This design comes from an exercise in tuning for small area on the open sky130 flow, not from production work. In this exercise RTL edits were held to simulation tests only and were not proved equivalent to the original. Power is estimated from default activity; no workload was simulated.

Setup of nickel:
Design kbot_can_engine, start of the top module:
module kbot_can_engine (
    input  wire        clk,
    input  wire        rst,
    input  wire        cmd_valid,
    output wire        cmd_ready,
    input  wire [3:0]  cmd_op,
    input  wire [7:0]  cmd_arg,
    input  wire [28:0] cmd_id,
    input  wire [3:0]  cmd_len,
    input  wire [63:0] cmd_data,
    input  wire [15:0] cmd_fault,
    input  wire [31:0] cmd_timeout,
    input  wire        cmd_tdef,
    output reg         cpl_valid,
    output reg  [2:0]  cpl_code,
    output wire [63:0] cpl_res,
    output wire        open_valid,
    input  wire        open_ready,
    input  wire        open_err,
    output wire        tx_valid,
    output wire [28:0] tx_id,
    output wire [63:0] tx_data,
    input  wire        tx_ready,
    input  wire        tx_err,
    output wire        rx_valid,
    output wire [9:0]  rx_wait,
    input  wire        rx_ready,
    input  wire [1:0]  rx_kind,
    input  wire [28:0] rx_id,
    input  wire        rx_ide,
    input  wire [3:0]  rx_len,
    input  wire [63:0] rx_data,
    input  wire        tick,
    output wire        done_valid,
    output wire [2:0]  done_code,
    output wire [63:0] done_st,
    output wire        done_pw_valid,
    output wire [63:0] done_pw,
    output wire        done_dis_failed,
    output wire        sink_valid,
    output wire        sink_st_valid,
    output wire [63:0] sink_st,
    output wire        sink_pw_valid,
    output wire [63:0] sink_pw
);
Size: roughly 860 cells after synthesis, ~9300 sq um of cells after synthesis.
==> flow/config.mk <==
export PLATFORM = sky130hd
export DESIGN_NAME = kbot_can_engine
export DESIGN_NICKNAME = kbot_can_engine
export VERILOG_FILES = /design/flow/design.v
export SDC_FILE = /design/flow/constraint.sdc
export NUM_CORES = 4
export LEC_CHECK = 0
export CAP_MARGIN = 20
export CORE_AREA = 5 5 255 255
export DIE_AREA = 0 0 260 260
export SLEW_MARGIN = 20
==> flow/constraint.sdc <==
create_clock -name core_clock -period 10.0 [get_ports {clk}]
set_input_delay 2.0000 -clock core_clock [delete_from_list [all_inputs] [get_ports {clk}]]
set_output_delay 2.0000 -clock core_clock [all_outputs]
set_load 0.01 [all_outputs]
standard.sh (not shown) runs the stock make flow with config.mk's settings and CLKGATE_MAP_FILE= SYNTH_SCRIPT=/design/flow/synth_recipe.tcl, a recipe that flattens the netlist after the stock synthesis.
==> flow/flow/run.sh <==
#!/bin/bash
# The standard layout, with every port buffered by the smallest buffer
# (sky130_fd_sc_hd__buf_1), and a clock tree of sky130_fd_sc_hd__clkbuf_8 without dummy loads.
set -euo pipefail
export BUFFER_PORTS_ARGS="-buffer_cell sky130_fd_sc_hd__buf_1"
export CTS_ARGS="-sink_clustering_enable -repair_clock_nets -sink_clustering_size 8 -buf_list sky130_fd_sc_hd__clkbuf_8 -dont_use_dummy_load"
bash standard.sh finish > standard.log 2>&1
[inputs] harbor vs nickel
# nickel
export LEC_CHECK = 0
export CAP_MARGIN = 20
export CORE_AREA = 5 5 255 255
export DIE_AREA = 0 0 260 260
export SLEW_MARGIN = 20
create_clock -name core_clock -period 10.0 [get_ports {clk}]
# harbor
export LEC_CHECK = 0
export CAP_MARGIN = 20
export CORE_AREA = 5 5 255 255
export CTS_BUF_LIST = sky130_fd_sc_hd__clkbuf_8
export CTS_CLUSTER_SIZE = 8
export DIE_AREA = 0 0 260 260
export SLEW_MARGIN = 20
create_clock -name core_clock -period 10.0 [get_ports {clk}]
==> flow/flow/run.sh <==
#!/bin/bash
# The standard layout, with every port buffered by the smallest buffer
# (sky130_fd_sc_hd__buf_1) instead of the resizer's default choice.
set -euo pipefail
export BUFFER_PORTS_ARGS="-buffer_cell sky130_fd_sc_hd__buf_1"
bash standard.sh finish > standard.log 2>&1
Notes after the runs:
- harbor -> nickel: total number of sequential cells delta 0, exact match
- Reported for nickel and harbor, post-synthesis instance area turned out identical to the last digit.
- Changes observed in harbor relative to nickel: part of the cycle the worst path needs -0.38 points; final wirelength ~0 delta; global routing usage summed across all routing layers ~0 delta; final design area excluding fillers +1.2%.
- Relative to nickel, number of iterations in the first detailed-routing pass has increased by 1 in harbor.
- nickel consumes less power than harbor.

---

== job 4507 ==
Another version of the RTL of kbot_can_engine (not shown whole).
Size: about 860 cells after synthesis, about 180 flip-flops, roughly 710 I/O pins, roughly 0.0097 sq mm of cells after synthesis.
clock: 10.0 ns
lec_check: 0
cap_margin: 20
core_area: 5 5 255 255
die_area: 0 0 260 260
slew_margin: 20
==> flow/flow/run.sh <==
#!/bin/bash
# The standard layout, with every port buffered by the smallest buffer
# (sky130_fd_sc_hd__buf_1) instead of the resizer's default choice.
set -euo pipefail
export BUFFER_PORTS_ARGS="-buffer_cell sky130_fd_sc_hd__buf_1"
bash standard.sh finish > standard.log 2>&1
### job 4507 -> job 5840
==> flow/run.sh (new file) <==
#!/bin/bash
# synth_recipe.tcl (not shown) runs the flow's synth.tcl, then flattens the netlist and writes it again
# the make line also repeats each setting of config.mk as NAME=value (left out here)
make -C /OpenROAD-flow-scripts/flow DESIGN_CONFIG=/design/flow/config.mk WORK_HOME=/design/flow/orfs CLKGATE_MAP_FILE= SYNTH_SCRIPT=/design/flow/synth_recipe.tcl finish
removed: flow/flow/run.sh
removed: flow/standard.sh
Notes after the runs:
- In job 5840, the final hold slack came out 0.013 ns above the value in job 4507.
- Met2 routing resource usage after global routing: higher on job 5840
- Against job 4507, wire length in job 5840 came out worse.
- Job 4507 ended up with flip-flops and latches as its cell class ranked first by area; job 5840 ended up with buffers.

---

== xenon ==
RTL: one of the versions met above, not the one the previous note started from.
For scale: roughly 180 flip-flops, about 710 I/O pins, about 9300 um2 of cells after synthesis.
export LEC_CHECK = 0
export CAP_MARGIN = 20
export CORE_AREA = 5 5 255 255
export DIE_AREA = 0 0 260 260
export SLEW_MARGIN = 20
create_clock -name core_clock -period 10.0 [get_ports {clk}]
==> flow/flow/run.sh <==
#!/bin/bash
# The standard layout, with every port buffered by the smallest buffer
# (sky130_fd_sc_hd__buf_1), a clock tree of clkbuf_8 without dummy loads,
# and neighbouring constant outputs sharing tie cells (flow/share_ties.tcl).
set -euo pipefail
export BUFFER_PORTS_ARGS="-buffer_cell sky130_fd_sc_hd__buf_1"
export CTS_ARGS="-sink_clustering_enable -repair_clock_nets -sink_clustering_size 8 -buf_list sky130_fd_sc_hd__clkbuf_8 -dont_use_dummy_load"
export PRE_GLOBAL_PLACE_TCL="$PWD/flow/share_ties.tcl"
bash standard.sh finish > standard.log 2>&1
Other scripts of this flow, unchanged in this note and not shown: flow/flow/share_ties.tcl
xenon: flow completed, timing, DRC and antenna clean
Input changes introduced in tundra (baseline for comparison: xenon):
Settings: CORE_AREA: 5 5 255 255 -> 50 50 210 210.
- Compared with xenon, met1 wire length in tundra increased by more than 10%.
- Met2 wirelength from detailed routing: xenon and tundra compared, higher one is tundra
- A critical-path cell with the highest stage delay of sky130_fd_sc_hd__nor4bb_1 is what xenon shows, while sky130_fd_sc_hd__ha_1 belongs to tundra.
- Per the comparison of tundra with xenon, clock-cell share of area neither gained nor lost much, synthesized netlist cell count level, routed wirelength normalized by instance count went up.
- Delta (tundra minus xenon): filler-free cell count of the finished design decreased by about 24% relative to the old numbers, critical path depth -1.
Here is what was changed in the inputs of raven compared with tundra.
Settings: a change of CORE_AREA from 50 50 210 210 to 5 5 255 255.
==> flow/flow/run.sh <==
#!/bin/bash
# The standard layout (standard.sh) with these changes:
#  - synthesis is the standard one, except that ABC maps the logic with an
#    area-oriented script (flow/abc_area.script) instead of abc_speed.script;
#  - every port is buffered by the smallest buffer (sky130_fd_sc_hd__buf_1);
#  - the clock tree uses clkbuf_8 and no dummy loads;
#  - neighbouring constant outputs share tie cells (flow/share_ties.tcl).
# Each step's full output goes to a log file here (synth.log, standard.log)
# and ORFS's own logs under orfs/logs/.
set -euo pipefail
export BUFFER_PORTS_ARGS="-buffer_cell sky130_fd_sc_hd__buf_1"
export CTS_ARGS="-sink_clustering_enable -repair_clock_nets -sink_clustering_size 8 -buf_list sky130_fd_sc_hd__clkbuf_8 -dont_use_dummy_load"
export PRE_GLOBAL_PLACE_TCL="$PWD/flow/share_ties.tcl"
rm -rf scripts_area
cp -r "$FLOW_HOME/scripts" scripts_area
cp flow/abc_area.script scripts_area/abc_speed.script
SCRIPTS_DIR="$PWD/scripts_area" bash standard.sh synth > synth.log 2>&1
bash standard.sh finish > standard.log 2>&1
==> flow/flow/abc_area.script (new file) <==
strash
&get -n
&fraig -x
&put
scorr
dc2
strash
&get -n
&dch -f
&nf -a -R 1000
&put
## What came out
Re average cell area after synthesis: tundra was lower than raven. Between tundra and raven, worst-margin pin slew decreased. Sort tundra and raven by placed cell area asc -> top: tundra. Fraction of area in registers: tundra and raven compared, higher one is tundra. Met2 track demand over resource: tundra and raven compared, lower one is raven. Total met2 wirelength after detailed routing: higher on tundra. Run comparison: raven slowest cell on the critical path sky130_fd_sc_hd__or4_1; tundra slowest cell on the critical path sky130_fd_sc_hd__ha_1. Number of fillers in the final layout in raven is 4399 above tundra.

static timing again, ports no longer ideal:
No port has a modelled driver above. Below, the same layouts with a new extraction and two added sets of constraints.
Step 1 (the two cells are an assumption about what drives the block):
set clk [get_ports {clk}]
set_driving_cell -lib_cell sky130_fd_sc_hd__clkbuf_16 $clk
set_driving_cell -lib_cell sky130_fd_sc_hd__buf_2 [delete_from_list [all_inputs] $clk]
Step 2, shift: input delay + t, output delay - t, t = (earliest + latest rising clock arrival at the registers) / 2. This alone moves slack from input paths to output paths.
Slacks: ideal ports / drivers / drivers and shift; pairs: ideal ports / drivers.
run | t (ns) | setup slack, ns | cell pins on the clock port's net
nickel | 0.535 | 3.537 / 3.499 / 3.499 | 1
harbor | 0.550 | 3.575 / 3.541 / 3.541 | 1
job 4507 | 0.536 | 3.710 / 3.681 / 3.681 | 1
job 5840 | 0.524 | 2.893 / 2.777 / 2.777 | 1
xenon | 0.528 | 3.475 / 3.437 / 3.437 | 1
tundra | 0.478 | 3.457 / 3.348 / 3.348 | 1
raven | 0.567 | 2.256 / 2.216 / 1.650 | 1
After both steps setup and hold are still met in every run listed. For raven, which loses most, drivers alone change the setup slack by -0.040 ns; drivers and shift together by -0.606 ns.
